Source: an optimization exercise on an open RTL-to-GDS flow (aim: small area, a short achievable clock period and few clock cycles per item). Production flows keep margins and buffers that such runs may drop.
In this exercise RTL edits were held to simulation tests only and were not proved equivalent to the original.

==> flow/design.v (outline; a module is shown in full before it is edited, if it fits) <==
// module tec_padd: 44 lines
// module tec_pinc: 36 lines
// module tec_lzc32: 32 lines
// module tec_fadd: 68 lines
// module tec_fmul: 81 lines
// module tec_mul24cs: 1085 lines
// module tec_tick: 141 lines
module tec_tick (
    input  wire         clk,
    input  wire         rst,         
    input  wire         start,       
    input  wire         on,          
    input  wire [511:0] temp,        
    input  wire [511:0] w,           
    input  wire [31:0]  b0,
    input  wire [31:0]  b1,
    input  wire [31:0]  b2,
    input  wire [31:0]  a1,
    input  wire [31:0]  a2,
    input  wire [31:0]  off,
    input  wire [31:0]  lo,
    input  wire [31:0]  hi,
    output wire         ready,       
    output reg          done,        
    output reg  [31:0]  mix,
    output wire [31:0]  y
);
  // ...
==> flow/flow/run.sh <==
#!/bin/bash
# Layout flow: the standard ORFS flow (standard.sh), run in two parts:
#  1. synthesis and floorplan as standard;
#  2. placement to the final layout, with
#     - plain buf_1 cells as the port buffers (instead of delay cells);
#     - the port pins placed by flow/pins.tcl before the IO placer runs, so
#       that the port bits feeding one operand-register bit sit together;
#     - a setup-slack target for the timing repair after clock-tree synthesis
#       and after global routing, so that the repair works towards the period
#       the design can reach rather than stopping at the design's 60 ns
#       clock, which every path already meets.
# Each part's full output goes to a log file of its own in this folder.
set -uo pipefail
export BUFFER_PORTS_ARGS="-buffer_cell sky130_fd_sc_hd__buf_1"
export PRE_IO_PLACEMENT_TCL="$PWD/flow/pins.tcl"
bash standard.sh synth floorplan > flow_1_synth_floorplan.log 2>&1 || exit 1
export SETUP_SLACK_MARGIN=46
bash standard.sh > flow_2_place_to_finish.log 2>&1 || exit 1
==> flow/flow/pins.tcl <==
# Places every port pin on the die's edge, in an order that keeps together
# the port bits that feed (or come from) the same bit of the operand
# registers: for bit j, TEMP[0..15] bit j, B0 B1 B2 A1 A2 bit j, W[0..15]
# bit j, LO HI OFF bit j, then MIX and Y bit j. The pins go clockwise from
# the lower left corner, spread evenly over the positions available:
# vertical-layer (met2) tracks on the bottom and top edges, every other
# horizontal-layer (met3) track on the left and right edges.
set order {}
for {set j 0} {$j < 32} {incr j} {
  for {set i 0} {$i < 16} {incr i} { lappend order "temp\[[expr {32 * $i + $j}]\]" }
  foreach p {b0 b1 b2 a1 a2} { lappend order "$p\[$j\]" }
  for {set i 0} {$i < 16} {incr i} { lappend order "w\[[expr {32 * $i + $j}]\]" }
  foreach p {lo hi off mix y} { lappend order "$p\[$j\]" }
}
foreach p {clk rst start on ready done} { lappend order $p }

set die [ord::get_die_area]
set dx [lindex $die 2]
set dy [lindex $die 3]
set m 2.0
# positions: {layer x y}, clockwise
set pos {}
set x [expr {0.23 + 0.46 * ceil(($m - 0.23) / 0.46)}]
while {$x <= $dx - $m} { lappend pos [list met2 $x 0]; set x [expr {$x + 0.46}] }
set y [expr {0.34 + 1.36 * ceil(($m - 0.34) / 1.36)}]
while {$y <= $dy - $m} { lappend pos [list met3 $dx $y]; set y [expr {$y + 1.36}] }
set xs {}
set x [expr {0.23 + 0.46 * ceil(($m - 0.23) / 0.46)}]
while {$x <= $dx - $m} { lappend xs $x; set x [expr {$x + 0.46}] }
foreach x [lreverse $xs] { lappend pos [list met2 $x $dy] }
set ys {}
set y [expr {0.34 + 1.36 * ceil(($m - 0.34) / 1.36)}]
while {$y <= $dy - $m} { lappend ys $y; set y [expr {$y + 1.36}] }
foreach y [lreverse $ys] { lappend pos [list met3 0 $y] }

set np [llength $pos]
set n [llength $order]
if {$n > $np} { error "pins.tcl: $n pins but only $np positions" }
for {set k 0} {$k < $n} {incr k} {
  set q [lindex $pos [expr {int($k * double($np) / $n)}]]
  place_pin -pin_name [lindex $order $k] -layer [lindex $q 0] \
    -location [list [lindex $q 1] [lindex $q 2]] -force_to_die_boundary
}
==> flow/standard.sh <==
#!/bin/bash
# synth_recipe.tcl (not shown) runs the flow's synth.tcl, then flattens the netlist and writes it again
# the make line also repeats each setting of config.mk as NAME=value (left out here)
make -C /OpenROAD-flow-scripts/flow DESIGN_CONFIG=/design/flow/config.mk WORK_HOME=/design/flow/orfs CLKGATE_MAP_FILE= SYNTH_SCRIPT=/design/flow/synth_recipe.tcl "${@:-finish}"
==> flow/config.mk <==
export PLATFORM = sky130hd
export DESIGN_NAME = tec_tick
export DESIGN_NICKNAME = tec_tick
export VERILOG_FILES = /design/flow/design.v
export SDC_FILE = /design/flow/constraint.sdc
export NUM_CORES = 8
export LEC_CHECK = 0
export ABC_AREA = 1
export CAP_MARGIN = 20
export CORE_AREA = 5 5 375 375
export DIE_AREA = 0 0 380 380
export PLACE_DENSITY = 0.65
export SLEW_MARGIN = 20
==> flow/constraint.sdc <==
create_clock -name core_clock -period 60.0 [get_ports {clk}]
set_input_delay 12.0000 -clock core_clock [delete_from_list [all_inputs] [get_ports {clk}]]
set_output_delay 12.0000 -clock core_clock [all_outputs]
set_load 0.01 [all_outputs]
==> implementation parameters, run 1 <==
Parameter                              Value

Global route
  Tot GR Track Use ... 41.6%
  Met2 capacity usage during global routing ... 62.5%

Clock network
  Clock-pin slew reported for the worst setup and hold paths after clock tree synthesis ... 0.06 ns
  Gates resized, CTS repair ... 141
  Master cell of the clock root buffer ... clkbuf_16

Floorplanning
  Die area ... 144000 µm²
  Core Rows ... 135

Timing
  Final Setup Violations ... 0
  Final sum of negative setup slack ... 0 ns
  Least-Margin Pin Slew ... 1.43 ns

Synth
  Yosys warning total ... 19

Routing
  Drt via density ... 6.12
  Antenna-violating nets left ... 0
  Top metal layer carrying routed signals ... met5
  Detail Route met2 WL ... 136 mm

Outcome
  Outcome ... complete, no violations

Setup path
  Endpoint arrival time on the critical path ... 1.69 ns
  Largest incremental delay on the critical path ... 0.69 ns
  Cell Chain, Critical Path ... buf_1
  Beginning of the critical path ... mix[10]

Final layout
  Sequential portion of the cell area ... 9.07%
  Area of all sequential standard cells ... 6010 µm²
  Data-path buffer share of cell area in the final layout ... 13.1%

Min path
  Tightest Hold Check Type ... flip-flop to flip-flop
Testbench counts, summed over its fixed seeds: cycles 114,228, ticks 4,800.
==> run 2: changes to the inputs <==
--- a/flow/flow/run.sh
+++ b/flow/flow/run.sh
@@ -15,4 +15,4 @@
 export PRE_IO_PLACEMENT_TCL="$PWD/flow/pins.tcl"
 bash standard.sh synth floorplan > flow_1_synth_floorplan.log 2>&1 || exit 1
-export SETUP_SLACK_MARGIN=46
+export SETUP_SLACK_MARGIN=45.5
 bash standard.sh > flow_2_place_to_finish.log 2>&1 || exit 1
==> run 2 against run 1 <==
Fmax fell by 1.6%. Die area unchanged. Largest cell class unchanged. Critical path type is now flip-flop to flip-flop.
==> implementation parameters, run 2 <==
Parameter                              Value

Outcome
  Outcome ... complete, no violations

Synth
  Most common cell in the synthesized netlist ... nand2_1
  Post-synthesis cell type with the largest combined area ... nand2_1
  Post-synthesis cell area ... 53500 µm²
  Proportion of netlist area held by the largest area contributor ... 14.3%
  Count of unique library cells instantiated by Yosys ... 74
  Gate count of the mapped netlist ... 8525
  Register bit count reported by yosys ... 299
  Async S/R FF share, synth ... 0%
  Avg Inst Size Synth ... 6.27 µm²
  Post-synth net total ... 10400
  Yosys warning total ... 19 (unchanged)
  Ranking of synthesized cells by area ... nand2_1 (14%), dfxtp_1 (11%), fa_1 (10%), ha_1 (7.7%), inv_1 (7.4%)
  Most frequent cells after synthesis ... nand2_1 (2040), inv_1 (1048), nand3_1 (584), nor2_1 (570), o21ai_0 (547)
  Predominant post-synthesis flop cell ... dfxtp_1
  Number of synthesized flops with an enable pin ... 1
  Share of synthesized area occupied by flip-flops and latches ... 11.2%

Clock network
  Master cell of the clock root buffer ... clkbuf_16
  CTS H-tree lvls ... 2
  Clock-pin slew reported for the worst setup and hold paths after clock tree synthesis ... 0.06 ns (about the same)
  CTS buffer count ... 44
  Worst-Skew Late Latency ... 0.68 ns
  Largest buffer count on any clock path ... 3
  Clock sink total ... 299
  TritonCTS clock tree ... done

Global route
  Tot GR Track Use ... 41.3% (-0.26 points)
  Global route total overflow ... 0
  Number of global-route vias before repair ... 66600
  Number of antenna violations at the first check in global routing ... 19
  First-pass GRT wire length ... 447 mm
  Pin count of the biggest net entering global routing ... 68

Floorplanning
  Core footprint ... 136000 µm²
  Die Height ... 380 µm
  I/O pin count ... 0
  Starting utilization of the core area ... 39.4%
  Die area ... 144000 µm² (unchanged)
  Core Rows ... 135 (unchanged)
  Die Span X ... 380 µm

Timing
  Max-slew violation count ... 0
  Final period utilization ... 23.2%
  Maximum frequency from static timing analysis ... 71.9 MHz
  Clock skew after layout ... 0.0518 ns
  Least-Margin Pin Slew ... 1.27 ns (-0.165 ns)
  Relative slew slack ... 14.9%
  Final Critical Period ... 13.91 ns
  Final sum of negative setup slack ... 0 ns (unchanged)
  Final Setup Violations ... 0 (unchanged)
  Setup repair after global routing missed its margin ... false
  Final worst slack ... 46.09 ns
  Number of hold violations in the final report ... 0

Routing
  DR WL/cell ... 28.0 µm
  Routed wire length ... 324 mm
  Drt via density ... 6.12 (about the same)
  Total DRC errors in the routed layout ... 0
  Number of design-rule violations left by the first detailed-router iteration ... 9039
  Antenna-violating nets left ... 0 (unchanged)
  Pre-Repair DR Iteration Count ... 10
  Via count ... 70600

Setup path
  Critical-path cell with the highest stage delay ... dfxtp_4
  Endpoint arrival time on the critical path ... 14.49 ns (+12.80 ns)
  Start-to-end type of the worst setup path ... flip-flop to flip-flop
  Largest incremental delay on the critical path ... 0.41 ns (-0.28 ns)
  Cell family with the largest share of critical-path delay ... simple AND/OR/NAND/NOR gates
  Most Frequent Cell on Critical Path ... nand2_1
  Total buffers and inverters traversed by the critical path ... 12
  Crit end category ... flip-flop
  Critical-path maximum fanout ... 16
  Kind of launch point of the worst setup path ... flip-flop
  Data required time at the worst endpoint ... 60.58 ns

Final layout
  Layout cells sized above 1 ... 7.72%
  Commonest non-fill, non-tap cell in the layout ... nand2_1
  Final core occ ... 47.7%
  Number of nets at the end of the flow ... 11600
  Top library cells by usage in the layout, fill and taps aside ... nand2_1 (2006), buf_1 (1348), inv_1 (1029)
  Number of cells in the finished layout apart from fillers ... 11500
  Layout overhead on the synthesized area ... 21.2%

Flow run
  Total of max-cap violations ... 0

Placement
  Cells after DPL ... 11300
  Half-perimeter wire length after detailed placement ... 241 mm
  Port Buffer Count ... 1349
  GPL Wtd Cong ... 1.02
  Worst slack at placement ... 42.85 ns

Min path
  Tightest Hold Check Type ... flip-flop to flip-flop
## run 2: cell families after synthesis
family	Yosys count	share of synthesized area (%)
AO/OA/AOI/OAI	1839	21.5
buffers and inverters	1619	11.8
AND/OR/NAND/NOR	3654	29.2
XOR/XNOR	497	8.15
multiplexers	19	0.358
flip-flops	299	11.2
adder cells (fa/ha/maj)	598	17.8
## run 2: final timing paths
check | slack, ns | startpoint | to | depth (start not counted)
worst min register to register | 0.45 | x2[21] | x2[21] | 2
worst min-delay path | 0.45 | x2[21] | x2[21] | 2
worst max register to register | 46.09 | b_acc | y1[3] | 88
worst max-delay path | 46.09 | b_acc | y1[3] | 88
## run 2: worst register-to-register path: cells and delay by family, from the launching register on
family          cells  cell delay [ns]
buf+inv            12             1.86
compound gates     27             4.31
flops               1             0.41
fa+ha+maj           4             1.06
simple gates       43             5.63
xor+xnor            2             0.59
## run 2: routing by layer
layer / share of wire (%) / vias up / routed length (µm) / track usage (%)
met3: 12 / 1115 / 39300 / 10.3
li1: - / 31000 / - / -
met1: 38 / 33400 / 124000 / 53.0
met2: 42 / 5036 / 136000 / 62.4
met5: 0.057 / - / 185 / 0.331
met4: 7.5 / 16 / 24100 / 25.2
## run 2: area by class of cell
cell class | instances | area, µm²
clock inverters | 20 | 332
inverters | 1100 | 4170
clock buffers | 60 | 1260
well taps | 1781 | 2230
flip-flops and latches | 299 | 6010
diodes | 10 | 25.0
repair inverters | 3 | 17.5
repair buffers | 1650 | 8030
multi-input cells | 6616 | 42700
fillers | 14500 | 71000
## run 2: timing repair
action	CTS	global route
endpoints found under the setup margin	65	62
pin swaps	13	60
resized for setup	69	322
cloned	6	20
hold buffers	0	0
setup buffers	31	74
## run 2: metrics by stage
step / instance area (µm²) / hold WS, ns
6_report: 64800 / 0.450
5_1_grt: 64800 / 0.467
4_1_cts: 62600 / 0.448
3_5_place_dp: 60300 / 0.439
3_3_place_gp: 60300 / 0.434
2_1_floorplan: 53500 / 0.425
==> run 3: changes to the inputs <==
--- a/flow/flow/run.sh
+++ b/flow/flow/run.sh
@@ -15,4 +15,4 @@
 export PRE_IO_PLACEMENT_TCL="$PWD/flow/pins.tcl"
 bash standard.sh synth floorplan > flow_1_synth_floorplan.log 2>&1 || exit 1
-export SETUP_SLACK_MARGIN=45.5
+export SETUP_SLACK_MARGIN=46.5
 bash standard.sh > flow_2_place_to_finish.log 2>&1 || exit 1
==> run 3 against run 2 <==
Cell count up 1.1%. Worst setup slack better by 0.35 ns. Global-route usage up 0.56 points. Non-clock buffer count up 123. Sequential cell count unchanged. Register-to-register slack better by 0.53 ns.
==> implementation parameters, run 3 <==
Parameter                              Value

Outcome
  Outcome ... complete, no violations

Global route
  Pin count of the biggest net entering global routing ... 68 (unchanged)
  Global route total overflow ... 0 (unchanged)
  Number of antenna violations at the first check in global routing ... 19 (unchanged)
  First-pass GRT wire length ... 453 mm (+1.3%)
  Tot GR Track Use ... 41.9% (+0.56 points)
  Number of global-route vias before repair ... 67400 (+1.2%)

Synth
  Post-synthesis compound-gate area fraction ... 21.5% (unchanged)
  Multiplexer share of the synthesized area ... 0.358% (unchanged)
  Area fraction in and, or, nand and nor cells after synthesis ... 29.2% (unchanged)
  Yosys warning total ... 19 (unchanged)
  Avg Inst Size Synth ... 6.27 µm² (unchanged)
  Most common cell in the synthesized netlist ... nand2_1
  Proportion of netlist area held by the largest area contributor ... 14.3% (unchanged)
  Post-synth net total ... 10400 (unchanged)
  Register bit count reported by yosys ... 299 (unchanged)
  Share of synthesized area occupied by flip-flops and latches ... 11.2% (unchanged)
  Ranking of synthesized cells by area ... nand2_1 (14%), dfxtp_1 (11%), fa_1 (10%), ha_1 (7.7%), inv_1 (7.4%)
  Gate count of the mapped netlist ... 8525 (unchanged)
  Adder-cell area share of the yosys netlist ... 17.8% (unchanged)
  Post-synthesis cell area ... 53500 µm² (unchanged)
  Number of synthesized flops with an enable pin ... 1 (unchanged)
  Most frequent cells after synthesis ... nand2_1 (2040), inv_1 (1048), nand3_1 (584), nor2_1 (570), o21ai_0 (547)
  Xor-xnor portion of the synthesized cell area ... 8.15% (unchanged)
  Post-synthesis cell type with the largest combined area ... nand2_1
  Dominant combinational cell family by area after synthesis ... simple AND/OR/NAND/NOR gates
  Async S/R FF share, synth ... 0% (unchanged)
  Predominant post-synthesis flop cell ... dfxtp_1
  Count of unique library cells instantiated by Yosys ... 74 (unchanged)

Routing
  Total DRC errors in the routed layout ... 0 (unchanged)
  Number of design-rule violations left by the first detailed-router iteration ... 9199 (+1.8%)
  Pre-Repair DR Iteration Count ... 9 (-1)
  DR WL/cell ... 28.2 µm (+0.57%)
  Routed wire length ... 329 mm (+1.7%)
  Drt via density ... 6.13 (+0.18%)
  Antenna-violating nets left ... 0 (unchanged)
  Via count ... 71500 (+1.3%)

Final layout
  Commonest non-fill, non-tap cell in the layout ... nand2_1
  Layout cells sized above 1 ... 11.5% (+3.8 points)
  Layout overhead on the synthesized area ... 26.5%
  Top library cells by usage in the layout, fill and taps aside ... nand2_1 (1956), buf_1 (1344), inv_1 (991)
  Cell area after layout ... 67700 µm² (+4.4%)
  Number of nets at the end of the flow ... 11700 (+1.1%)

Floorplanning
  Core footprint ... 136000 µm² (unchanged)
  I/O pin count ... 0 (unchanged)
  Starting utilization of the core area ... 39.4% (unchanged)
  Core Rows ... 135 (unchanged)
  Die Height ... 380 µm (unchanged)
  Die Span X ... 380 µm (unchanged)
  Die area ... 144000 µm² (unchanged)

Setup path
  Cell Chain, Critical Path ... buf_2
  Crit end category ... output port
  Total buffers and inverters traversed by the critical path ... 1 (-11)
  Start-to-end type of the worst setup path ... flip-flop to output port
  Largest incremental delay on the critical path ... 0.60 ns (+0.19 ns)
  Critical-path cell with the highest stage delay ... dfxtp_1
  Critical-path maximum fanout ... 3 (-13)
  Endpoint arrival time on the critical path ... 1.56 ns (-12.93 ns)
  Kind of launch point of the worst setup path ... flip-flop
  Data required time at the worst endpoint ... 48.00 ns (-12.58 ns)
  Cell family with the largest share of critical-path delay ... flip-flops

Flow run
  Total of max-cap violations ... 0 (unchanged)

Clock network
  Largest buffer count on any clock path ... 3 (unchanged)
  Master cell of the clock root buffer ... clkbuf_16
  TritonCTS clock tree ... done
  Clock-pin slew reported for the worst setup and hold paths after clock tree synthesis ... 0.07 ns (about the same)
  Clock sink total ... 299 (unchanged)
  CTS H-tree lvls ... 2 (unchanged)
  CTS buffer count ... 44 (unchanged)
  Post-CTS Hold Buffers ... 0 (unchanged)
  Worst-Skew Late Latency ... 0.67 ns (about the same)

Timing
  Maximum frequency from static timing analysis ... 73.7 MHz (+2.6%)
  Setup repair after global routing missed its margin ... true
  Worst hold slack ... 0.448 ns (-0.00204 ns)
  Clock skew after layout ... 0.0478 ns (-0.00398 ns)
  Least-Margin Pin Slew ... 1.45 ns (+0.180 ns)
  Final period utilization ... 22.6% (-0.58 points)
  Relative slew slack ... 2.80% (-12 points)
  Final sum of negative setup slack ... 0 ns (unchanged)
  Max-slew violation count ... 0 (unchanged)
  Final Setup Violations ... 0 (unchanged)
  Final Critical Period ... 13.56 ns (-0.350 ns)
  Number of hold violations in the final report ... 0 (unchanged)
  Final worst slack ... 46.44 ns (+0.350 ns)

Placement
  Port Buffer Count ... 1349 (unchanged)
  Cell Area, Placed ... 60300 µm² (unchanged)
  Worst slack at placement ... 42.85 ns (unchanged)
  Half-perimeter wire length after detailed placement ... 241 mm (unchanged)
  GPL Wtd Cong ... 1.02 (unchanged)

Min path
  Tightest Hold Check Type ... flip-flop to flip-flop
run 3: changes by cell type in the layout (fill, tap and decap cells not counted), moves of 31 or more:
cell     delta
buf_4      +91
inv_1      -38
inv_2      +35
nand2_1    -50
nand2_2    +35
o21ai_4    +31
run 3: worst paths after layout:
path	start	end	slack (ns)	cells after the start
min	x2[11]	x2[11]	0.45	2
max	mix[12]	mix[12]	46.44	1
max reg2reg	a_acc	y1[25]	46.62	90
min reg2reg	x2[11]	x2[11]	0.45	2
run 3: cells by family (layout without fill, tap and decap cells):
kind of cell | after synthesis | count (layout)
AOI/OAI and AO/OA | 1839 | 1839
xor gates and xnor gates | 497 | 497
adders and majority gates | 598 | 598
buffers and inverters | 1619 | 2958
DFF | 299 | 299
muxes | 19 | 19
other | 0 | 12
and+or+nand+nor | 3654 | 3664
run 3: layout make-up:
cell class	instances	area, µm²
Inverter	1100	4190
Timing Repair inverter	5	32.5
Fill cell	14300	68100
Clock buffer	60	1260
Antenna cell	12	30.0
Multi-Input combinational cell	6617	44200
Tap cell	1781	2230
Sequential cell	299	6030
Timing Repair Buffer	1773	9350
Clock inverter	20	332
run 3: repair_timing:
| item | in CTS | in global routing |
|---|---|---|
| cloned | 20 | 17 |
| setup endpoints to repair | 169 | 65 |
| buffers inserted | 96 | 123 |
| pin swaps | 54 | 184 |
| hold endpoints to repair | 0 | 0 |
| resized for setup | 310 | 476 |
run 3: per-layer routing:
layer	up-vias	share of wire, %	GRT usage [%]
li1	31300	-	-
met1	33900	38	53.5
met2	5152	42	63.1
met3	1159	12	10.6
met4	20	7.7	26.1
met5	-	0.059	0.331
run 3: per-stage QoR:
stage / instances / utilization [%]
floorplan: 8525 / -
global placement: 11300 / 44.4
detailed placement: 11300 / 44.4
CTS: 11500 / 47.3
global route: 11700 / 49.8
finish: 11700 / 49.8
==> module tec_fadd, before the edit <==
module tec_fadd (
    input  wire [31:0] a,
    input  wire [31:0] b,
    output reg  [31:0] s
);
    wire [7:0]  ea = a[30:23], eb = b[30:23];
    wire        a_max = &ea, b_max = &eb;
    wire        a_fz = ~|a[22:0], b_fz = ~|b[22:0];
    wire        a_nan = a_max & ~a_fz, b_nan = b_max & ~b_fz;
    wire        a_inf = a_max & a_fz,  b_inf = b_max & b_fz;
    wire        eff_sub = a[31] ^ b[31];
    wire        swap = b[30:0] > a[30:0];
    wire        same = b[30:0] == a[30:0];
    wire [7:0]  eae = {ea[7:1], ea[0] | ~|ea};       
    wire [7:0]  ebe = {eb[7:1], eb[0] | ~|eb};
    wire [7:0]  dab = eae - ebe, dba = ebe - eae;
    wire [7:0]  d   = swap ? dba : dab;
    wire [31:0] x   = swap ? b : a;
    wire [31:0] y   = swap ? a : b;
    wire [7:0]  exe = swap ? ebe : eae;
    wire [26:0] mx  = {|x[30:23], x[22:0], 3'b000};
    wire [26:0] my  = {|y[30:23], y[22:0], 3'b000};
    reg  [26:0] my_al;
    reg         sticky;
    reg  [27:0] r;
    reg  [4:0]  lz, sh;
    reg  [26:0] n;
    reg  [7:0]  xb;          
    reg  [23:0] sig;
    reg         inc, zero, ovf;
    reg  [30:0] mag;
    integer i;
    always @* begin
        if (d > 8'd26) begin
            my_al  = 27'd0;
            sticky = |y[22:0] | |y[30:23];
        end else begin
            my_al  = my >> d[4:0];
            sticky = |(my & ~({27{1'b1}} << d[4:0]));
        end
        r = eff_sub ? ({1'b0, mx} - {1'b0, my_al[26:1], my_al[0] | sticky})
                    : ({1'b0, mx} + {1'b0, my_al[26:1], my_al[0] | sticky});
        lz = 5'd27;
        for (i = 0; i < 27; i = i + 1)
            if (r[i]) lz = 5'd26 - i[4:0];
        sh = ({3'd0, lz} < exe) ? lz : (exe[4:0] - 5'd1);
        if (r[27]) begin
            n  = {r[27:2], r[1] | r[0]};
            xb = exe;
        end else begin
            n  = r[26:0] << sh;
            xb = exe - 8'd1 - {3'd0, sh};
        end
        sig = n[26:3];
        inc = n[2] & (n[1] | n[0] | sig[0]);
        mag = {xb, 23'd0} + {7'd0, sig} + {30'd0, inc};
        zero = eff_sub ? same : (~|a[30:0] & ~|b[30:0]);
        ovf  = r[27] & (exe == 8'd254);
        if (a_nan || b_nan || (a_inf && b_inf && eff_sub))
            s = 32'h7FC00000;
        else if (a_inf || b_inf || ovf)
            s = {x[31], 8'hFF, 23'd0};
        else if (zero)
            s = {x[31] & ~eff_sub, 31'd0};
        else
            s = {x[31], mag};
    end
endmodule
==> run 4: changes to the inputs <==
--- a/flow/design.v
+++ b/flow/design.v
@@ -117,4 +117,5 @@
 );
     wire [7:0]  ea = a[30:23], eb = b[30:23];
+    wire        a_nor = |ea, b_nor = |eb;
     wire        a_max = &ea, b_max = &eb;
     wire        a_fz = ~|a[22:0], b_fz = ~|b[22:0];
@@ -122,59 +123,85 @@
     wire        a_inf = a_max & a_fz,  b_inf = b_max & b_fz;
     wire        eff_sub = a[31] ^ b[31];
-    wire        swap = b[30:0] > a[30:0];
-    wire        same = b[30:0] == a[30:0];
-    wire [7:0]  eae = {ea[7:1], ea[0] | ~|ea};       
-    wire [7:0]  ebe = {eb[7:1], eb[0] | ~|eb};
-    wire [7:0]  dab = eae - ebe, dba = ebe - eae;
-    wire [7:0]  d   = swap ? dba : dab;
-    wire [31:0] x   = swap ? b : a;
-    wire [31:0] y   = swap ? a : b;
-    wire [7:0]  exe = swap ? ebe : eae;
-    wire [26:0] mx  = {|x[30:23], x[22:0], 3'b000};
-    wire [26:0] my  = {|y[30:23], y[22:0], 3'b000};
-    reg  [26:0] my_al;
-    reg         sticky;
-    reg  [27:0] r;
-    reg  [4:0]  lz, sh;
-    reg  [26:0] n;
-    reg  [7:0]  xb;          
-    reg  [23:0] sig;
-    reg         inc, zero, ovf;
-    reg  [30:0] mag;
+    wire [7:0]  eae = {ea[7:1], ea[0] | ~a_nor};     
+    wire [7:0]  ebe = {eb[7:1], eb[0] | ~b_nor};
+    wire [23:0] ma = {a_nor, a[22:0]};
+    wire [23:0] mb = {b_nor, b[22:0]};
+    wire [7:0]  dab, dba;
+    wire        a_ge, b_ge;
+    tec_padd #(8) u_dab (.a(eae), .b(~ebe), .ci(1'b1), .s(dab), .co(a_ge));
+    tec_padd #(8) u_dba (.a(ebe), .b(~eae), .ci(1'b1), .s(dba), .co(b_ge));
+    wire        d0  = a_ge & b_ge;
+    wire        dp1 = (dab == 8'd1);
+    wire        dm1 = (dba == 8'd1);
+    reg  [4:0]  tza, tzb;
     integer i;
     always @* begin
-        if (d > 8'd26) begin
-            my_al  = 27'd0;
-            sticky = |y[22:0] | |y[30:23];
-        end else begin
-            my_al  = my >> d[4:0];
-            sticky = |(my & ~({27{1'b1}} << d[4:0]));
+        tza = 5'd24;
+        tzb = 5'd24;
+        for (i = 23; i >= 0; i = i - 1) begin
+            if (ma[i]) tza = i[4:0];
+            if (mb[i]) tzb = i[4:0];
         end
-        r = eff_sub ? ({1'b0, mx} - {1'b0, my_al[26:1], my_al[0] | sticky})
-                    : ({1'b0, mx} + {1'b0, my_al[26:1], my_al[0] | sticky});
-        lz = 5'd27;
-        for (i = 0; i < 27; i = i + 1)
-            if (r[i]) lz = 5'd26 - i[4:0];
-        sh = ({3'd0, lz} < exe) ? lz : (exe[4:0] - 5'd1);
-        if (r[27]) begin
-            n  = {r[27:2], r[1] | r[0]};
-            xb = exe;
-        end else begin
-            n  = r[26:0] << sh;
-            xb = exe - 8'd1 - {3'd0, sh};
-        end
-        sig = n[26:3];
-        inc = n[2] & (n[1] | n[0] | sig[0]);
-        mag = {xb, 23'd0} + {7'd0, sig} + {30'd0, inc};
-        zero = eff_sub ? same : (~|a[30:0] & ~|b[30:0]);
-        ovf  = r[27] & (exe == 8'd254);
+    end
+    wire [23:0] mx = a_ge ? ma : mb;
+    wire [23:0] my = a_ge ? mb : ma;
+    wire [7:0]  ex = a_ge ? eae : ebe;
+    wire        sx = a_ge ? a[31] : b[31];
+    wire [7:0]  d  = a_ge ? dab : dba;
+    wire [4:0]  tzy = a_ge ? tzb : tza;
+    wire        dbig = |d[7:5] | (d[4:0] > 5'd26);
+    wire [26:0] my_sh = dbig ? 27'd0 : ({my, 3'b000} >> d[4:0]);
+    wire        fsticky = ~(tzy[4] & tzy[3]) & (d > {3'd0, tzy} + 8'd3);
+    wire [26:0] yal = {my_sh[26:1], my_sh[0] | fsticky};
+    wire [26:0] fsum;
+    wire        fco;
+    tec_padd #(27) u_far (.a({mx, 3'b000}), .b(yal ^ {27{eff_sub}}), .ci(eff_sub),
+                          .s(fsum), .co(fco));
+    wire        f_up = ~eff_sub & fco;               
+    wire        f_dn = eff_sub & ~fsum[26];          
+    wire [26:0] fn = f_up ? {1'b1, fsum[26:2], fsum[1] | fsum[0]}
+                   : f_dn ? {fsum[25:0], 1'b0} : fsum;
+    wire [7:0]  ex_p1 = ex + 8'd1, ex_m1 = ex - 8'd1;
+    wire [7:0]  fe = f_up ? ex_p1 : (f_dn ? ex_m1 : ex);       
+    wire        f_inc = fn[2] & (fn[1] | fn[0] | fn[3]);
+    wire [30:0] fmag;
+    tec_pinc #(31) u_rnd (.a({fn[26] ? fe : 8'd0, fn[25:3]}), .ci(f_inc), .s(fmag), .co());
+    wire        f_ovf = f_up & (ex == 8'd254);
+    wire [24:0] a2 = dm1 ? {1'b0, ma} : {ma, 1'b0};
+    wire [24:0] b2 = dp1 ? {1'b0, mb} : {mb, 1'b0};
+    wire [24:0] cu, cv;
+    wire        cu_ok, cv_ok;                         
+    tec_padd #(25) u_cu (.a(a2), .b(~b2), .ci(1'b1), .s(cu), .co(cu_ok));
+    tec_padd #(25) u_cv (.a(b2), .b(~a2), .ci(1'b1), .s(cv), .co(cv_ok));
+    wire [24:0] cm = cu_ok ? cu : cv;
+    wire        sc = cu_ok ? a[31] : b[31];
+    wire [7:0]  emax = a_ge ? eae : ebe;
+    reg  [24:0] sent;
+    always @* begin
+        sent = 25'd0;
+        for (i = 1; i <= 24; i = i + 1)
+            if (emax == i) sent[25 - i] = 1'b1;
+        if (emax == 8'd25) sent[0] = 1'b1;
+    end
+    wire [5:0]  clz;
+    tec_lzc32 u_lzc (.a({cm | sent, 7'd0}), .n(clz));
+    wire [24:0] cn = cm << clz[4:0];
+    wire [7:0]  ce = emax - {3'd0, clz[4:0]};
+    wire [30:0] cmag = {cn[24] ? ce : 8'd0, cn[23:1]};
+    wire        use_close = eff_sub & (d0 | ((dp1 | dm1) & ~cm[24]));
+    wire        c_zero = d0 & (a[30:0] == b[30:0]);
+    always @* begin
         if (a_nan || b_nan || (a_inf && b_inf && eff_sub))
             s = 32'h7FC00000;
-        else if (a_inf || b_inf || ovf)
-            s = {x[31], 8'hFF, 23'd0};
-        else if (zero)
-            s = {x[31] & ~eff_sub, 31'd0};
+        else if (a_inf)
+            s = a;
+        else if (b_inf)
+            s = b;
+        else if (use_close)
+            s = c_zero ? 32'h00000000 : {sc, cmag};
+        else if (f_ovf)
+            s = {sx, 8'hFF, 23'd0};
         else
-            s = {x[31], mag};
+            s = {sx, fmag};
     end
 endmodule
--- a/flow/flow/run.sh
+++ b/flow/flow/run.sh
@@ -15,4 +15,4 @@
 export PRE_IO_PLACEMENT_TCL="$PWD/flow/pins.tcl"
 bash standard.sh synth floorplan > flow_1_synth_floorplan.log 2>&1 || exit 1
-export SETUP_SLACK_MARGIN=46.5
+export SETUP_SLACK_MARGIN=47
 bash standard.sh > flow_2_place_to_finish.log 2>&1 || exit 1
==> run 4 against run 3 <==
Critical path depth unchanged. Still clean. Worst setup slack better by 0.30 ns. Clock skew down 0.0062 ns.
==> implementation parameters, run 4 <==
Parameter                              Value

Synth
  Dominant combinational cell family by area after synthesis ... simple AND/OR/NAND/NOR gates
  Post-synthesis compound-gate area fraction ... 23.3% (+1.8 points)
  Async S/R FF share, synth ... 0% (unchanged)
  Post-synthesis cell area ... 56100 µm² (+5.0%)
  Register bit count reported by yosys ... 299 (unchanged)
  Proportion of netlist area held by the largest area contributor ... 14.1% (-0.25 points)
  Adder-cell area share of the yosys netlist ... 17.6% (-0.17 points)
  Post-synthesis cell type with the largest combined area ... nand2_1
  Ranking of synthesized cells by area ... nand2_1 (14%), dfxtp_1 (11%), fa_1 (10%), xor2_1 (7.6%), ha_1 (7.5%)
  Area fraction in and, or, nand and nor cells after synthesis ... 27.5% (-1.8 points)
  Predominant post-synthesis flop cell ... dfxtp_1
  Most frequent cells after synthesis ... nand2_1 (2105), inv_1 (1121), nor2_1 (572), nand3_1 (537), o21ai_0 (529)
  Avg Inst Size Synth ... 6.32 µm² (+0.70%)
  Multiplexer share of the synthesized area ... 0.160% (-0.20 points)
  Most common cell in the synthesized netlist ... nand2_1
  Xor-xnor portion of the synthesized cell area ... 8.81% (+0.66 points)
  Gate count of the mapped netlist ... 8888 (+4.3%)
  Number of synthesized flops with an enable pin ... 1 (unchanged)
  Yosys warning total ... 28 (+9)
  Post-synth net total ... 10800 (+3.7%)
  Share of synthesized area occupied by flip-flops and latches ... 10.7% (-0.53 points)
  Count of unique library cells instantiated by Yosys ... 76 (+2.7%)

Final layout
  Layout cells sized above 1 ... 7.98% (-3.5 points)
  Top library cells by usage in the layout, fill and taps aside ... nand2_1 (2091), buf_1 (1282), inv_1 (1107)
  Area of all sequential standard cells ... 6210 µm² (+3.0%)
  Final core occ ... 49.4% (-0.41 points)
  Filler Cell Count ... 14300 (+0.52%)
  Commonest non-fill, non-tap cell in the layout ... nand2_1
  Number of nets at the end of the flow ... 12000 (+2.0%)
  Layout overhead on the synthesized area ... 19.5%
  Area occupied by multi-input gates ... 44400 µm² (+0.45%)

Routing
  Routed wire length ... 351 mm (+6.6%)
  Pre-Repair DR Iteration Count ... 8 (-1)
  Drt via density ... 6.26 (+2.2%)
  Total DRC errors in the routed layout ... 0 (unchanged)
  Via count ... 74500 (+4.1%)
  Number of design-rule violations left by the first detailed-router iteration ... 10800 (+17%)
  DR WL/cell ... 29.5 µm (+4.6%)
  Antenna-violating nets left ... 0 (unchanged)

Clock network
  Clock sink total ... 299 (unchanged)
  Master cell of the clock root buffer ... clkbuf_16
  Post-CTS Hold Buffers ... 0 (unchanged)
  CTS H-tree lvls ... 2 (unchanged)
  Clock-pin slew reported for the worst setup and hold paths after clock tree synthesis ... 0.06 ns (about the same)
  TritonCTS clock tree ... done
  Worst-Skew Late Latency ... 0.68 ns (about the same)
  CTS buffer count ... 44 (unchanged)
  Largest buffer count on any clock path ... 3 (unchanged)

Floorplanning
  Die Span X ... 380 µm (unchanged)
  Core footprint ... 136000 µm² (unchanged)
  Starting utilization of the core area ... 41.3% (+2.0 points)
  I/O pin count ... 0 (unchanged)
  Core Rows ... 135 (unchanged)
  Die Height ... 380 µm (unchanged)
  Die area ... 144000 µm² (unchanged)

Placement
  Worst slack at placement ... 44.21 ns (+1.36 ns)
  Half-perimeter wire length after detailed placement ... 267 mm (+11%)
  Port Buffer Count ... 1349 (unchanged)
  GPL Wtd Cong ... 1.06 (+3.8%)

Setup path
  Start-to-end type of the worst setup path ... flip-flop to output port
  Cell family with the largest share of critical-path delay ... flip-flops
  Crit end category ... output port
  Cell Chain, Critical Path ... buf_6
  Largest incremental delay on the critical path ... 0.45 ns (-0.15 ns)
  Kind of launch point of the worst setup path ... flip-flop
  Endpoint arrival time on the critical path ... 1.26 ns (-0.30 ns)
  Critical-path maximum fanout ... 2 (-1)
  Total buffers and inverters traversed by the critical path ... 1 (unchanged)
  Critical-path cell with the highest stage delay ... dfxtp_4
  Data required time at the worst endpoint ... 48.00 ns (about the same)

Timing
  Setup repair after global routing missed its margin ... true
  Final worst slack ... 46.74 ns (+0.303 ns)
  Max-slew violation count ... 0 (unchanged)
  Least-Margin Pin Slew ... 1.21 ns (-0.233 ns)
  Final Setup Violations ... 0 (unchanged)
  Final sum of negative setup slack ... 0 ns (unchanged)
  Maximum frequency from static timing analysis ... 75.4 MHz (+2.3%)
  Final period utilization ... 22.1% (-0.51 points)
  Number of hold violations in the final report ... 0 (unchanged)
  Relative slew slack ... 18.5% (+16 points)
  Clock skew after layout ... 0.0416 ns (-0.00621 ns)
  Final Critical Period ... 13.26 ns (-0.303 ns)

Global route
  First-pass GRT wire length ... 486 mm (+7.1%)
  Number of antenna violations at the first check in global routing ... 29 (+10)
  Tot GR Track Use ... 45.3% (+3.5 points)
  Pin count of the biggest net entering global routing ... 81 (+19%)
  Number of global-route vias before repair ... 69500 (+3.2%)
  Global route total overflow ... 0 (unchanged)

Flow run
  Total of max-cap violations ... 0 (unchanged)

Min path
  Tightest Hold Check Type ... flip-flop to flip-flop

Outcome
  Outcome ... complete, no violations
run 4: through the flow:
step	instance area, µm²	instances	hold slack, ns
2_1_floorplan	56100	8888	0.425
3_3_place_gp	63000	11700	0.434
3_5_place_dp	63000	11700	0.439
4_1_cts	66200	11800	0.448
5_1_grt	67100	11900	0.463
6_report	67100	11900	0.451
run 4: cell families (layout without fill, tap and decap cells):
family                   count (synthesis)  count (layout)
XOR/XNOR                               565             565
buffers and inverters                 1714            2907
multiplexers                             9               9
AND/OR/NAND/NOR                       3632            3642
other                                    1              17
flip-flops                             299             299
adder cells (fa/ha/maj)                620             620
AO/OA/AOI/OAI                         2048            2048
run 4: cell type report:
| class | count | area share, % |
|---|---|---|
| diodes | 16 | 0.0597 |
| clock buffers | 54 | 1.79 |
| clock inverters | 27 | 0.632 |
| inverters | 1172 | 6.69 |
| multi-input cells | 6885 | 66.2 |
| flip-flops and latches | 299 | 9.26 |
| well taps | 1781 | 3.32 |
| repair buffers | 1651 | 12.1 |
| repair inverters | 3 | 0.0224 |
run 4: worst min-delay path, stage by stage (launching register included):
cell	delay [ns]
dfxtp_1	0.29
inv_1	0.05
a21oi_1	0.06
run 4: final timing paths:
kind         cells after the start  slack (ns)  endpoint    start
max                              1       46.74   mix[11]  mix[11]
min                              2        0.45     y2[7]    y2[7]
max reg2reg                     65       47.44    y1[13]    b_acc
min reg2reg                      2        0.45     y2[7]    y2[7]
run 4: per-layer routing:
metal / track usage, % / wire, µm / up-vias
met5: 0.661 / 306 / -
met4: 26.8 / 26800 / 26
met3: 15.0 / 47700 / 1318
met2: 65.2 / 141000 / 5657
met1: 58.9 / 135000 / 35200
li1: - / - / 32300
run 4: repair_timing:
| action | CTS | global route |
|---|---|---|
| buffers inserted | 69 | 29 |
| cloned | 6 | 9 |
| gates resized for setup | 348 | 127 |
| pin swaps | 5 | 17 |
| endpoints found under the setup margin | 155 | 142 |
Testbench counts of run 4, summed over its fixed seeds: cycles 114,228, ticks 4,800.
==> run 5: changes to the inputs <==
--- a/flow/flow/run.sh
+++ b/flow/flow/run.sh
@@ -15,4 +15,4 @@
 export PRE_IO_PLACEMENT_TCL="$PWD/flow/pins.tcl"
 bash standard.sh synth floorplan > flow_1_synth_floorplan.log 2>&1 || exit 1
-export SETUP_SLACK_MARGIN=47
+export SETUP_SLACK_MARGIN=46.5
 bash standard.sh > flow_2_place_to_finish.log 2>&1 || exit 1
==> run 5 against run 4 <==
First-iteration DRC count fell by 3.9%. Count of clock-buffer cells in the layout did not move. Utilization fell by 1.1 points. Clock skew rose by 0.0035 ns. Via count fell by 0.77%. Non-clock buffer count fell by 69. Die area did not move. Routed wire length fell by 1.2%. Largest cell class unchanged.
==> implementation parameters, run 5 <==
Parameter                              Value

Outcome
  Outcome ... complete, no violations

Routing
  DR WL/cell ... 29.3 µm (-0.57%)
  Number of design-rule violations left by the first detailed-router iteration ... 10400 (-3.9%)
  Drt via density ... 6.26 (-0.14%)
  Antenna-violating nets left ... 0 (unchanged)
  Pre-Repair DR Iteration Count ... 9 (+1)
  Routed wire length ... 347 mm (-1.2%)
  Via count ... 73900 (-0.77%)
  Total DRC errors in the routed layout ... 0 (unchanged)

Global route
  First-pass GRT wire length ... 481 mm (-1.0%)
  Number of antenna violations at the first check in global routing ... 23 (-21%)
  Pin count of the biggest net entering global routing ... 81 (unchanged)
  Number of global-route vias before repair ... 69000 (-0.78%)
  Global route total overflow ... 0 (unchanged)
  Tot GR Track Use ... 44.8% (-0.53 points)

Setup path
  Kind of launch point of the worst setup path ... flip-flop
  Total buffers and inverters traversed by the critical path ... 1 (unchanged)
  Cell family with the largest share of critical-path delay ... flip-flops
  Cell Chain, Critical Path ... buf_1
  Start-to-end type of the worst setup path ... flip-flop to output port
  Critical-path cell with the highest stage delay ... dfxtp_1
  R2R Setup Slk ... 46.98 ns (-0.46 ns)
  Data required time at the worst endpoint ... 48.00 ns (about the same)
  Endpoint arrival time on the critical path ... 1.51 ns (+0.25 ns)
  Crit end category ... output port
  Critical-path maximum fanout ... 4 (+2)
  Largest incremental delay on the critical path ... 0.60 ns (+0.15 ns)

Timing
  Final Setup Violations ... 0 (unchanged)
  Relative slew slack ... 20.4% (+2.0 points)
  Final period utilization ... 22.5% (+0.42 points)
  Final Critical Period ... 13.51 ns (+0.251 ns)
  Final worst slack ... 46.49 ns (-0.251 ns)
  Clock skew after layout ... 0.0451 ns (+0.00349 ns)
  Number of hold violations in the final report ... 0 (unchanged)
  Maximum frequency from static timing analysis ... 74.0 MHz (-1.9%)
  Final sum of negative setup slack ... 0 ns (unchanged)
  Max-slew violation count ... 0 (unchanged)
  Setup repair after global routing missed its margin ... false
  Least-Margin Pin Slew ... 1.19 ns (-0.0293 ns)

Clock network
  CTS H-tree lvls ... 2 (unchanged)
  Post-CTS Hold Buffers ... 0 (unchanged)
  CTS buffer count ... 44 (unchanged)
  Clock-pin slew reported for the worst setup and hold paths after clock tree synthesis ... 0.07 ns (about the same)
  Clock sink total ... 299 (unchanged)
  Largest buffer count on any clock path ... 3 (unchanged)
  Master cell of the clock root buffer ... clkbuf_16
  TritonCTS clock tree ... done
  Worst-Skew Late Latency ... 0.68 ns (about the same)

Placement
  GPL Wtd Cong ... 1.06 (unchanged)
  Cells after DPL ... 11700 (unchanged)
  Cell Area, Placed ... 63000 µm² (unchanged)
  Worst slack at placement ... 44.21 ns (unchanged)
  Port Buffer Count ... 1349 (unchanged)
  Half-perimeter wire length after detailed placement ... 267 mm (unchanged)

Synth
  Count of unique library cells instantiated by Yosys ... 76 (unchanged)
  Most frequent cells after synthesis ... nand2_1 (2105), inv_1 (1121), nor2_1 (572), nand3_1 (537), o21ai_0 (529)
  Async S/R FF share, synth ... 0% (unchanged)
  Ranking of synthesized cells by area ... nand2_1 (14%), dfxtp_1 (11%), fa_1 (10%), xor2_1 (7.6%), ha_1 (7.5%)
  Yosys warning total ... 28 (unchanged)
  Most common cell in the synthesized netlist ... nand2_1
  Post-synthesis cell area ... 56100 µm² (unchanged)
  Share of synthesized area occupied by flip-flops and latches ... 10.7% (unchanged)
  Predominant post-synthesis flop cell ... dfxtp_1
  Number of synthesized flops with an enable pin ... 1 (unchanged)
  Post-synth net total ... 10800 (unchanged)
  Post-synthesis cell type with the largest combined area ... nand2_1
  Proportion of netlist area held by the largest area contributor ... 14.1% (unchanged)
  Register bit count reported by yosys ... 299 (unchanged)
  Avg Inst Size Synth ... 6.32 µm² (unchanged)
  Gate count of the mapped netlist ... 8888 (unchanged)

Final layout
  Top library cells by usage in the layout, fill and taps aside ... nand2_1 (2095), buf_1 (1348), inv_1 (1109)
  Number of cells in the finished layout apart from fillers ... 11800 (-0.63%)
  Commonest non-fill, non-tap cell in the layout ... nand2_1
  Layout cells sized above 1 ... 5.74% (-2.2 points)
  Final core occ ... 48.3% (-1.1 points)
  Number of nets at the end of the flow ... 11900 (-0.60%)
  Cell area after layout ... 65600 µm² (-2.3%)
  Layout overhead on the synthesized area ... 16.8%
  Filler Cell Count ... 14500 (+1.0%)

Floorplanning
  Die Span X ... 380 µm (unchanged)
  Starting utilization of the core area ... 41.3% (unchanged)
  Core Rows ... 135 (unchanged)
  Core footprint ... 136000 µm² (unchanged)
  I/O pin count ... 0 (unchanged)
  Die area ... 144000 µm² (unchanged)
  Die Height ... 380 µm (unchanged)

Min path
  Tightest Hold Check Type ... flip-flop to flip-flop

Flow run
  Total of max-cap violations ... 0 (unchanged)
## run 5: cell counts after synthesis
No cell type changed its count.
## run 5: per-stage QoR
stage	hold WS (ns)
2_1_floorplan	0.425
4_1_cts	0.448
6_report	0.448
3_3_place_gp	0.434
3_5_place_dp	0.439
5_1_grt	0.463
## run 5: tightest hold or removal path: stages (launching register included)
cell and delay (ns):
dfxtp_1 0.29, inv_1 0.05, a21oi_1 0.06
## run 5: layout make-up
class	instances	area (µm²)	share of cell area (%)
antenna	13	32.5	0.0496
clock buffer	54	1200	1.83
clock inverter	27	424	0.647
inverter	1172	4480	6.83
multi-input combinational	6884	44200	67.4
sequential	299	6020	9.18
tap	1781	2230	3.40
timing repair buffer	1582	7010	10.7
timing repair inverter	1	5.00	0.00763
## run 5: path summary, 6_finish.rpt
| path | startpoint | end | cells after the start |
|---|---|---|---|
| worst min register to register | y2[7] | y2[7] | 2 |
| worst max-delay path | y1[10] | y[10] | 1 |
| worst max register to register | a_acc | y1[13] | 62 |
| worst min-delay path | y2[7] | y2[7] | 2 |
## run 5: cells by family after synthesis
family / share of synthesized area, %
compound gates: 23.3
simple gates: 27.5
mux: 0.160
flops: 10.7
xor+xnor: 8.81
fa+ha+maj: 17.6
buf+inv: 12.0
other cells: 0.00668
## run 5: repair_timing
action	4_1_cts	5_1_grt
cloned	3	9
gates resized for setup	48	87
endpoints found under the setup margin	72	64
pin swaps	2	12
setup buffers	8	21
## run 5: metal layers
metal	part of all wire [%]	GRT usage, %	vias up
met5	0.019	0	-
met4	7.2	25.7	10
met3	13	14.3	1197
met2	40	64.6	5619
met1	39	58.8	34900
li1	-	-	32100
==> run 6: changes to the inputs <==
--- a/flow/config.mk
+++ b/flow/config.mk
@@ -9,4 +9,5 @@
 export CAP_MARGIN = 20
 export CORE_AREA = 5 5 375 375
+export CTS_BUF_LIST = sky130_fd_sc_hd__clkbuf_4 sky130_fd_sc_hd__clkbuf_8
 export DIE_AREA = 0 0 380 380
 export PLACE_DENSITY = 0.65
==> run 6 against run 5 <==
Sequential cell count is the same. Register-to-register slack improved by 0.06 ns. Clock skew is 0.018 ns higher. Critical path type unchanged. Non-clock buffer count increased by 1. Cell count is 0.40% higher. Largest cell class unchanged. First-iteration DRC count up 4.0%. Global-route usage barely moved.
==> implementation parameters, run 6 <==
Parameter                              Value

Final layout
  Number of nets at the end of the flow ... 11900 (+0.22%)
  Number of cells in the finished layout apart from fillers ... 11900 (+0.40%)
  Final core occ ... 48.3% (about the same)
  Area of all sequential standard cells ... 6060 µm² (+0.75%)
  Commonest non-fill, non-tap cell in the layout ... nand2_1
  Layout cells sized above 1 ... 6.58% (+0.84 points)
  Layout overhead on the synthesized area ... 16.7% (about the same)
  Filler Cell Count ... 14500 (+0.20%)
  Area occupied by multi-input gates ... 44200 µm² (+0.13%)
  Top library cells by usage in the layout, fill and taps aside ... nand2_1 (2095), buf_1 (1340), inv_1 (1108)
  Cell area after layout ... 65500 µm² (about the same)

Clock network
  Clock-pin slew reported for the worst setup and hold paths after clock tree synthesis ... 0.06 ns (about the same)
  Largest buffer count on any clock path ... 3 (unchanged)
  CTS buffer count ... 67 (+52%)
  Post-CTS Hold Buffers ... 0 (unchanged)
  Worst-Skew Late Latency ... 0.80 ns (+0.12 ns)
  TritonCTS clock tree ... done
  CTS H-tree lvls ... 3 (+1)
  Master cell of the clock root buffer ... clkbuf_8
  Clock sink total ... 299 (unchanged)

Placement
  Half-perimeter wire length after detailed placement ... 267 mm (unchanged)
  GPL Wtd Cong ... 1.06 (unchanged)
  Cells after DPL ... 11700 (unchanged)
  Port Buffer Count ... 1349 (unchanged)
  Cell Area, Placed ... 63000 µm² (unchanged)

Global route
  Global route total overflow ... 0 (unchanged)
  Tot GR Track Use ... 44.9% (+0.049 points)
  Number of global-route vias before repair ... 69200 (+0.28%)
  Number of antenna violations at the first check in global routing ... 27 (+17%)
  First-pass GRT wire length ... 481 mm (about the same)
  Pin count of the biggest net entering global routing ... 81 (unchanged)

Timing
  Setup repair after global routing missed its margin ... false
  Final period utilization ... 22.5% (-0.057 points)
  Clock skew after layout ... 0.0627 ns (+0.0176 ns)
  Relative slew slack ... 15.0% (-5.4 points)
  Least-Margin Pin Slew ... 1.27 ns (+0.0802 ns)
  Worst hold slack ... 0.448 ns (-0.000405 ns)
  Final sum of negative setup slack ... 0 ns (unchanged)
  Final Critical Period ... 13.48 ns (-0.0345 ns)
  Final Setup Violations ... 0 (unchanged)
  Number of hold violations in the final report ... 0 (unchanged)
  Maximum frequency from static timing analysis ... 74.2 MHz (+0.26%)
  Max-slew violation count ... 0 (unchanged)

Synth
  Post-synthesis cell area ... 56100 µm² (unchanged)
  Gate count of the mapped netlist ... 8888 (unchanged)
  Post-synthesis cell type with the largest combined area ... nand2_1
  Avg Inst Size Synth ... 6.32 µm² (unchanged)
  Predominant post-synthesis flop cell ... dfxtp_1
  Register bit count reported by yosys ... 299 (unchanged)
  Yosys warning total ... 28 (unchanged)
  Most common cell in the synthesized netlist ... nand2_1
  Share of synthesized area occupied by flip-flops and latches ... 10.7% (unchanged)
  Number of synthesized flops with an enable pin ... 1 (unchanged)
  Ranking of synthesized cells by area ... nand2_1 (14%), dfxtp_1 (11%), fa_1 (10%), xor2_1 (7.6%), ha_1 (7.5%)
  Count of unique library cells instantiated by Yosys ... 76 (unchanged)
  Async S/R FF share, synth ... 0% (unchanged)
  Proportion of netlist area held by the largest area contributor ... 14.1% (unchanged)
  Most frequent cells after synthesis ... nand2_1 (2105), inv_1 (1121), nor2_1 (572), nand3_1 (537), o21ai_0 (529)
  Post-synth net total ... 10800 (unchanged)

Floorplanning
  Starting utilization of the core area ... 41.3% (unchanged)
  Core footprint ... 136000 µm² (unchanged)
  Die area ... 144000 µm² (unchanged)
  Core Rows ... 135 (unchanged)
  I/O pin count ... 0 (unchanged)
  Die Span X ... 380 µm (unchanged)
  Die Height ... 380 µm (unchanged)

Setup path
  Cell family with the largest share of critical-path delay ... flip-flops
  Capturing point of the worst reg2reg path ... y1[19]
  Beginning of the critical path ... y1[6]
  Kind of launch point of the worst setup path ... flip-flop
  Start-to-end type of the worst setup path ... flip-flop to output port
  Crit end category ... output port
  R2R Setup Slk ... 47.04 ns (+0.06 ns)
  Data required time at the worst endpoint ... 48.00 ns (about the same)
  Endpoint arrival time on the critical path ... 1.48 ns (-0.03 ns)
  Cell Chain, Critical Path ... buf_1
  Worst-case reg-to-reg path depth ... 70 (+13%)
  Critical-path maximum fanout ... 4 (unchanged)
  Critical-path cell with the highest stage delay ... dfxtp_1
  Largest incremental delay on the critical path ... 0.49 ns (-0.11 ns)
  Total buffers and inverters traversed by the critical path ... 1 (unchanged)
  R2r startpoint ... a_acc

Flow run
  Total of max-cap violations ... 0 (unchanged)

Routing
  DR WL/cell ... 29.3 µm (-0.23%)
  Routed wire length ... 347 mm (+0.16%)
  Via count ... 74200 (+0.42%)
  Number of design-rule violations left by the first detailed-router iteration ... 10800 (+4.0%)
  Pre-Repair DR Iteration Count ... 8 (-1)
  Drt via density ... 6.26 (about the same)
  Total DRC errors in the routed layout ... 0 (unchanged)
  Antenna-violating nets left ... 0 (unchanged)

Min path
  Tightest Hold Check Type ... flip-flop to flip-flop
  Min-delay src ... y2[7]
  Capture endpoint of the worst hold path ... y2[7]
  Worst hold path stage count ... 2 (unchanged)

Outcome
  Outcome ... complete, no violations
## run 6: cell types whose count changed in the layout (fill, tap and decap cells not counted), moves of 4 or more
cell,before,now
buf_1,1348,1340
buf_2,0,8
dfxtp_4,1,6
clkinv_2,9,14
clkbuf_4,1,16
buf_4,212,217
clkbuf_8,7,75
clkinvlp_4,6,10
diode_2,13,21
clkbuf_16,46,2
dfxtp_1,281,255
dfxtp_2,16,37
clkbuf_1,4,0
## run 6: metal layers
metal	GRT usage (%)	up-vias	share of wire (%)
li1	-	32200	-
met1	58.8	35100	39
met2	64.5	5671	40
met3	14.8	1245	14
met4	25.4	10	7.0
met5	0	-	0.020
## run 6: per-stage QoR
| stage | setup WS (ns) |
|---|---|
| after detailed placement | 44.21 |
| after global placement | 44.33 |
| final | 46.52 |
| after CTS | 46.50 |
| after global routing | 46.47 |
| after floorplan | 46.92 |
## run 6: worst max-delay path by stage
stage,cells after the start,end,slack [ns]
after global placement,71,y1[5],44.33
after CTS,1,y[7],46.50
after detailed placement,64,y1[2],44.21
after floorplan,5,opb[30],46.92
after global routing,76,p[16],46.47
final,1,y[6],46.52
## run 6: kinds of logic (layout without fill, tap and decap cells)
kind of cell,Yosys count,count (layout),share of synthesized area (%)
AOI/OAI and AO/OA,2048,2048,23.3
adders and majority gates,620,620,17.6
xor gates and xnor gates,565,565,8.81
other,1,22,0.00668
muxes,9,9,0.160
buffers and inverters,1714,2874,12.0
DFF,299,299,10.7
and+or+nand+nor,3632,3642,27.5
## run 6: cell type report
type / count / area share, %
Multi-Input combinational cell: 6885 / 67.5
Inverter: 1172 / 6.84
Clock inverter: 27 / 0.487
Sequential cell: 299 / 9.25
Antenna cell: 21 / 0.0802
Timing Repair inverter: 2 / 0.0153
Timing Repair Buffer: 1583 / 10.7
Clock buffer: 90 / 1.75
Tap cell: 1781 / 3.40
## run 6: what timing repair did
item                                    CTS  global route
resized for setup                        90           100
gates cloned                              4            10
pin swaps                                 3            12
buffers inserted                          8            22
endpoints found under the setup margin  103            65

[re-timing with driven ports]
The results above use ideal ports. As a check the final layouts listed here were re-extracted and re-timed, cells and wires unchanged. Step 1 assumes that a clkbuf_16 drives the clock port and a buf_2 every other input. Step 2 also shifts input and output timing later by t, the mid clock arrival at the registers, as if the neighbouring blocks saw the same clock. Three values: ideal ports, drivers, drivers and shift; two values: the first two.
run | shift t [ns] | slack for setup (ns) | slew at the worst register clock pin (ns) | worst data-port slew with drivers (ns) | pins driven straight from the clock port
run 1 | 0.736 | 46.312 / 46.228 / 46.062 | 0.07 / 0.07 | 0.22 | 1
run 2 | 0.738 | 46.087 / 46.087 / 46.066 | 0.07 / 0.07 | 0.22 | 1
run 3 | 0.733 | 46.437 / 46.353 / 46.036 | 0.07 / 0.07 | 0.22 | 1
run 4 | 0.738 | 46.740 / 46.657 / 46.371 | 0.07 / 0.07 | 0.14 | 1
run 5 | 0.742 | 46.490 / 46.405 / 45.983 | 0.07 / 0.07 | 0.13 | 1
run 6 | 0.861 | 46.524 / 46.433 / 45.999 | 0.08 / 0.08 | 0.13 | 1
After both steps setup and hold are still met in every run listed. The setup slack of run 6, which loses most, moves by -0.091 ns with the drivers and by -0.525 ns with both steps.
